Context: an optimization exercise on an open-source flow, tuned for small area, a short achievable clock period and few clock cycles. The choices shown serve that exercise and are no tape-out recipe. Function not checked in this run: the RTL went through the layout flow alone. Power figures rest on the tool's default switching activity, not on a simulated workload.

==> design.v <==
module prf_crc_byte (
    input  wire [31:0] crc_in,
    input  wire [7:0]  data,
    output reg  [31:0] crc_out
);
    localparam [31:0] POLY = 32'h04C11DB7;
    integer i;
    always @(*) begin
        crc_out = crc_in ^ {data, 24'h000000};
        for (i = 0; i < 8; i = i + 1) begin
            if (crc_out[31])
                crc_out = {crc_out[30:0], 1'b0} ^ POLY;
            else
                crc_out = {crc_out[30:0], 1'b0};
        end
    end
endmodule
module prf_telemetry_mux (
    input  wire         clk,
    input  wire         rst,
    input  wire [7:0]   tick,           
    input  wire         load_valid,     
    input  wire [2:0]   load_kind,
    input  wire [31:0]  load_value,
    input  wire         req_valid,
    output wire         req_ready,
    input  wire [7:0]   req_mask,
    input  wire [143:0] req_payload,    
    output reg          out_valid,
    input  wire         out_ready,
    output reg  [31:0]  out_data,
    output reg  [2:0]   out_nbytes,
    output reg          out_last
);
    localparam [1:0] S_IDLE = 2'd0;    
    localparam [1:0] S_SEEK = 2'd1;    
    localparam [1:0] S_EMIT = 2'd2;    
    localparam [1:0] S_SEND = 2'd3;    
    reg [31:0] cnt [0:7];
    integer k;
    always @(posedge clk) begin
        if (rst) begin
            for (k = 0; k < 8; k = k + 1) cnt[k] <= 32'd0;
        end else begin
            for (k = 0; k < 8; k = k + 1) begin
                if (load_valid && load_kind == k)
                    cnt[k] <= load_value;
                else if (tick[k])
                    cnt[k] <= cnt[k] + 32'd1;
            end
        end
    end
    reg [1:0]   state;
    reg [7:0]   mask;
    reg [143:0] payload;
    reg [255:0] snap;         
    reg [2:0]   kind;         
    reg [3:0]   idx;          
    reg [31:0]  crc;
    reg [31:0]  beat;
    reg [1:0]   lane;         
    reg         final_beat;   
    reg [3:0] size_c;
    reg [2:0] bit_c;
    reg [4:0] off_c;
    always @(*) begin
        case (kind)
            3'd0: begin size_c = 4'd12; bit_c = 3'd6; off_c = 5'd0;  end   
            3'd1: begin size_c = 4'd11; bit_c = 3'd2; off_c = 5'd3;  end   
            3'd2: begin size_c = 4'd14; bit_c = 3'd5; off_c = 5'd5;  end   
            3'd3: begin size_c = 4'd13; bit_c = 3'd1; off_c = 5'd10; end   
            3'd4: begin size_c = 4'd11; bit_c = 3'd7; off_c = 5'd14; end   
            3'd5: begin size_c = 4'd10; bit_c = 3'd3; off_c = 5'd16; end   
            3'd6: begin size_c = 4'd10; bit_c = 3'd4; off_c = 5'd17; end   
            default: begin size_c = 4'd9; bit_c = 3'd0; off_c = 5'd18; end   
        endcase
    end
    wire [7:0]  en_kind  = {mask[0], mask[4], mask[3], mask[7], mask[1], mask[5], mask[2], mask[6]};
    wire        enabled  = en_kind[kind];
    wire [31:0] cnt_c    = snap[32*kind +: 32];
    wire [3:0]  body_len = size_c - 4'd4;
    wire [3:0]  trl_pos  = idx - body_len;
    reg [7:0] cur_byte;
    always @(*) begin
        if (idx == 4'd0)
            cur_byte = {5'd0, bit_c};
        else if (idx < 4'd5)
            cur_byte = cnt_c[8*(idx-1) +: 8];
        else if (idx < body_len)
            cur_byte = payload[8*(off_c + idx - 5) +: 8];
        else
            cur_byte = crc[8*trl_pos[1:0] +: 8];
    end
    wire [31:0] crc_next;
    prf_crc_byte u_crc (.crc_in(crc), .data(cur_byte), .crc_out(crc_next));
    wire rec_done  = (idx == size_c - 4'd1);
    wire kind_last = (kind == 3'd7);
    reg more_after;
    integer j;
    always @(*) begin
        more_after = 1'b0;
        for (j = 0; j < 8; j = j + 1)
            if (j > kind && en_kind[j])
                more_after = 1'b1;
    end
    assign req_ready = (state == S_IDLE);
    integer n;
    always @(posedge clk) begin
        if (rst) begin
            state     <= S_IDLE;
            out_valid <= 1'b0;
        end else begin
            case (state)
                S_IDLE: begin
                    if (req_valid) begin
                        mask    <= req_mask;
                        payload <= req_payload;
                        for (n = 0; n < 8; n = n + 1)
                            snap[32*n +: 32] <= cnt[n];
                        kind  <= 3'd0;
                        idx   <= 4'd0;
                        lane  <= 2'd0;
                        beat  <= 32'd0;
                        crc   <= 32'hFFFFFFFF;
                        state <= S_SEEK;
                    end
                end
                S_SEEK: begin
                    if (enabled) begin
                        idx   <= 4'd0;
                        crc   <= 32'hFFFFFFFF;
                        state <= S_EMIT;
                    end else if (kind_last) begin
                        out_valid  <= 1'b1;
                        out_data   <= beat;
                        out_nbytes <= {1'b0, lane};
                        out_last   <= 1'b1;
                        final_beat <= 1'b1;
                        state      <= S_SEND;
                    end else begin
                        kind <= kind + 3'd1;
                    end
                end
                S_EMIT: begin
                    beat[8*lane +: 8] <= cur_byte;
                    if (idx < body_len)
                        crc <= crc_next;
                    idx  <= idx + 4'd1;
                    lane <= lane + 2'd1;
                    if (lane == 2'd3 || (rec_done && !more_after)) begin
                        out_valid  <= 1'b1;
                        out_data   <= beat;
                        out_data[8*lane +: 8] <= cur_byte;
                        out_nbytes <= {1'b0, lane} + 3'd1;
                        out_last   <= rec_done && !more_after;
                        final_beat <= rec_done && !more_after;
                        state      <= S_SEND;
                    end else if (rec_done) begin
                        kind  <= kind + 3'd1;
                        state <= S_SEEK;
                    end
                end
                default: begin   
                    if (out_ready) begin
                        out_valid <= 1'b0;
                        beat      <= 32'd0;
                        lane      <= 2'd0;
                        if (final_beat)
                            state <= S_IDLE;
                        else if (idx == size_c) begin
                            kind  <= kind + 3'd1;
                            state <= S_SEEK;
                        end else
                            state <= S_EMIT;
                    end
                end
            endcase
        end
    end
endmodule
==> run.sh <==
#!/bin/bash
# synth_recipe.tcl (not shown) runs the flow's synth.tcl, then flattens the netlist and writes it again
# the make line also repeats each setting of config.mk as NAME=value (left out here)
make -C /OpenROAD-flow-scripts/flow DESIGN_CONFIG=/design/flow/config.mk WORK_HOME=/design/flow/orfs CLKGATE_MAP_FILE= SYNTH_SCRIPT=/design/flow/synth_recipe.tcl finish
==> config.mk <==
export PLATFORM = sky130hd
export DESIGN_NAME = prf_telemetry_mux
export DESIGN_NICKNAME = prf_telemetry_mux
export VERILOG_FILES = /design/flow/design.v
export SDC_FILE = /design/flow/constraint.sdc
export NUM_CORES = 4
export LEC_CHECK = 0
export CAP_MARGIN = 20
export CORE_MARGIN = 2
export CORE_UTILIZATION = 40
export SLEW_MARGIN = 20
==> constraint.sdc <==
create_clock -name core_clock -period 10.0 [get_ports {clk}]
set_input_delay 2.0000 -clock core_clock [delete_from_list [all_inputs] [get_ports {clk}]]
set_output_delay 2.0000 -clock core_clock [all_outputs]
set_load 0.01 [all_outputs]
==> run notes <==
## registers in the layout, summed over array words and instances (netlist names)
name and count:
beat 32, cnt 256, crc 32, final_beat 1, idx 4, kind 3, lane 2, mask 8
out_data 32, out_nbytes 3, out_valid 1, payload 144, snap 256, state 2
## layout by cell type (no fill, tap or decap), types with 20 or more instances in the layout
| cell type | count |
|---|---|
| nor2b_1 | 21 |
| o21ai_0 | 73 |
| nand2_1 | 224 |
| mux4_2 | 81 |
| and2_1 | 25 |
| a21oi_1 | 28 |
| xnor2_1 | 89 |
| ha_1 | 34 |
| nand4_1 | 48 |
| clkbuf_1 | 25 |
| dfxtp_1 | 259 |
| clkbuf_16 | 86 |
| nor2_1 | 345 |
| mux2i_1 | 64 |
| nor3_1 | 20 |
| clkdlybuf4s50_1 | 236 |
| buf_4 | 29 |
| or3_1 | 49 |
| nand3_1 | 92 |
| xor2_1 | 172 |
| edfxtp_1 | 517 |
| a211oi_1 | 218 |
| inv_1 | 50 |
| and3_1 | 63 |
| a311oi_1 | 47 |
## cell type report
class / instances / area (um2) / share of cell area
Tap cell: 1165 / 1460 / 0.0350
Clock buffer: 122 / 2400 / 0.0575
Multi-Input combinational cell: 1902 / 13900 / 0.332
Timing Repair Buffer: 268 / 2630 / 0.0632
Inverter: 53 / 199 / 0.00477
Sequential cell: 776 / 20700 / 0.497
Clock inverter: 35 / 418 / 0.0100
Antenna cell: 6 / 15.0 / 0.000360
## cells in the mapped netlist (all sizes together), types with 21 or more instances
master,instances
a211oi,219
nand2,227
xor2,176
mux2i,64
ha,36
nor2,345
nand4,48
a21oi,31
mux4,85
nand3,96
and2,25
nor2b,21
a311oi,47
and3,63
dfxtp,259
o21ai,75
or3,49
inv,50
buf,42
clkbuf,137
nor3,22
xnor2,100
edfxtp,517
## critical path, delay by kind of cell (launching register included)
family | cells | cell delay, ns
muxes | 2 | 0.92
adders and majority gates | 2 | 0.48
AOI/OAI and AO/OA | 4 | 1.14
buffers and inverters | 3 | 1.35
and+or+nand+nor | 2 | 0.38
DFF | 1 | 0.57
xor gates and xnor gates | 4 | 1.20
## power groups by stage
stage,registers (mW),logic (mW),clock network (mW)
finish,4.06,4.59,3.16
global route,4.09,4.96,3.34
CTS,4.06,4.63,3.22
detailed placement,4.13,4.60,0
global placement,4.12,4.56,0
floorplan,4.11,3.51,0
## logic make-up after synthesis
kind of cell    Yosys count  share of synthesized area
xor+xnor                279                     0.0760
compound gates          481                     0.0996
simple gates            944                      0.123
flops                   776                      0.583
buf+inv                 232                     0.0284
fa+ha+maj                38                     0.0138
mux                     160                     0.0759
## per-layer routing
metal / wire [um] / part of all wire / vias up / GRT usage
li1: - / - / 11200 / -
met1: 41300 / 0.41 / 12200 / 0.281
met2: 49000 / 0.49 / 785 / 0.366
met3: 6250 / 0.063 / 199 / 0.0433
met4: 3160 / 0.032 / 22 / 0.0746
met5: 127 / 0.0013 / - / 0
## worst paths after layout
check / end / slack (ns) / cells past startpoint
worst min register to register: snap[126] / 0.46 / 0
worst max-delay path: crc[12] / 3.67 / 17
worst min-delay path: snap[126] / 0.46 / 0
worst max register to register: crc[12] / 3.67 / 17
==> results by group <==
Pwr
  • Clock power frac: 0.267
  • Internal power: 7.74 mW
  • Sequential power share: 0.344
  • Comb pwr share: 0.389
  • Tot Pwr: 11.8 mW
  • Leak: around 14 nW
  • Sw Share: 0.344
  • Worst VDD drop: around 220 uV
  • NetSw: about 4.1 mW
  • PD cells: between 200 and 300 mW/mm2

Global route
  • Overflow after GRT: 0
  • All-Layer GR Usage: 0.218
  • Largest net degree at the start of global routing: around 200
  • First-pass GRT wire length: 150000 um
  • Initial antenna violation count: 16
  • Vias in the first global route: around 24000

Place
  • Cells after DPL: between 4000 and 5000
  • GPL Wtd Cong: about 0.9
  • Dpl hpwl: between 70000 and 80000 um
  • Port bufs: around 240
  • Place WS: approximately 3.5 ns
  • Area post-placement: 0.0389 mm2

Clock network
  • Reg clk slew, reported paths: about 0.06 ns
  • CTS tree: built
  • Post-CTS Hold Buffers: 0
  • Worst-Skew Late Latency: 0.67 ns
  • Post-CTS sizing: 0
  • # H-tree levels: 3
  • Clock buffer depth: 3
  • Clock Sinks: slightly below 800
  • CTS Buf Count: 84
  • Postcts setup bufs: 0
  • Root Buffer: clkbuf_16

STA
  • Worst setup margin: around 3.7 ns
  • Slew Limit Headroom: 0.187
  • Slew Limit Fails: 0
  • WHS: approximately 0.46 ns
  • Fin crit share: 0.633
  • Post-Route Setup TNS: 0 ns
  • Final min period: between 6 and 7 ns
  • Final hold vios: 0
  • Tightest Pin Transition: 1.22 ns
  • Fin Clk Skew: ~0.048 ns
  • Final setup violation count: 0
  • Fmax: approximately 0.16 GHz
  • RSZ-0062 raised after global routing: false

Route
  • First-pass detailed-route iteration total: 6
  • DR WL/cell: about 23 um
  • DR iter-0 viols: between 2000 and 2500
  • Post-route ant nets: 0
  • DRC viols: 0
  • Avg Vias per Cell: between 5 and 6
  • Via count: ~24000
  • Final WL: between 90000 and 100000 um

Synthesis
  • Ys flop type: edfxtp_1
  • Distinct cells, synth: between 80 and 90
  • Syn nets: between 3000 and 4000
  • Mapped cell area: ~0.036 mm2
  • Number of synthesized flops with an enable pin: about 520
  • Synth Register Bits: 776
  • Seq/Total Area, Yosys: 0.583
  • Synth warnings: 3
  • Synth top area share: 0.437
  • Synth area leaders: edfxtp_1 (44%), dfxtp_1 (15%), mux4_2 (5.1%)
  • Syn Inst Count: slightly below 3000
  • Post-Syn Area per Cell: roughly 12 um2
  • Largest area contributor in the synthesized netlist: edfxtp_1
  • Post-synthesis async set-or-reset flop share: 0

Worst hold path
  • Hold crit path type: reg2reg
  • Worst hold start: cnt[3][30]

Layout
  • Final std cells w/o fill: between 4000 and 5000
  • Fill count: between 7000 and 8000
  • Post-layout util: 0.472
  • Layout area overhead: 17.4%
  • Nets: approximately 3300
  • Share of cells above drive strength 1: 0.0947
  • Fin area: about 0.042 mm2

Setup path
  • Reg-to-reg critical path startpoint: kind[1]
  • Critical Path Start: kind[1]
  • Highest-delay cell along the critical path: buf_4
  • Worst setup EP type: flop
  • Critical path class: reg2reg
  • Worst path most repeated cell: buf_4
  • Crit path required time: approximately 10 ns
  • Worst path cell trace: buf_4 > nor2_1 > a21oi_1 > ha_1 > inv_1 > ha_2 > buf_4 > mux4_1 > mux2_2 > o211ai_1 > o31ai_1 > a211oi_2 > xnor2_2 > xor2_2 > xor2_1 > xnor2_1 > nand2_1
  • Startpoint Class: flop
  • Crit path max fanout: 50
  • CP arrival: between 6 and 7 ns
  • Critical path's largest stage delay: about 0.80 ns

Floorplan
  • Site row count: between 100 and 150
  • Starting Density: 0.403
  • Die height: just over 300 um
  • Core area: just under 0.09 mm2
  • Ports: 238
  • Chip width: approximately 300 um
  • Die area: just over 0.09 mm2

Outcome
  • Status: complete, no violations

Flow run
  • # Max-Cap Violations: 0

[port drivers added, routing unchanged]
The results above use ideal ports. As a check the final layout listed here was re-extracted and re-timed, cells and wires unchanged.
Step 1: set_driving_cell puts a clkbuf_16 on clk and a buf_2 on each other input, an assumption about the parent block.
Step 2 moves the port delays by t, midway between the first and last clock arrival at a register: inputs arrive t later, outputs are due t later. That takes back most of the time a late clock gives input paths.
Three values: no drivers, after step 1, after step 2; two values: the first two.
shift t [ns]: 0.711
setup WS [ns]: 3.673 / 3.673 / 3.673
worst register clock-pin slew, ns: 0.07 / 0.07
After both steps setup and hold are still met in this run. The setup slack of this run moves by 0.000 ns with the drivers and by 0.000 ns with both steps.
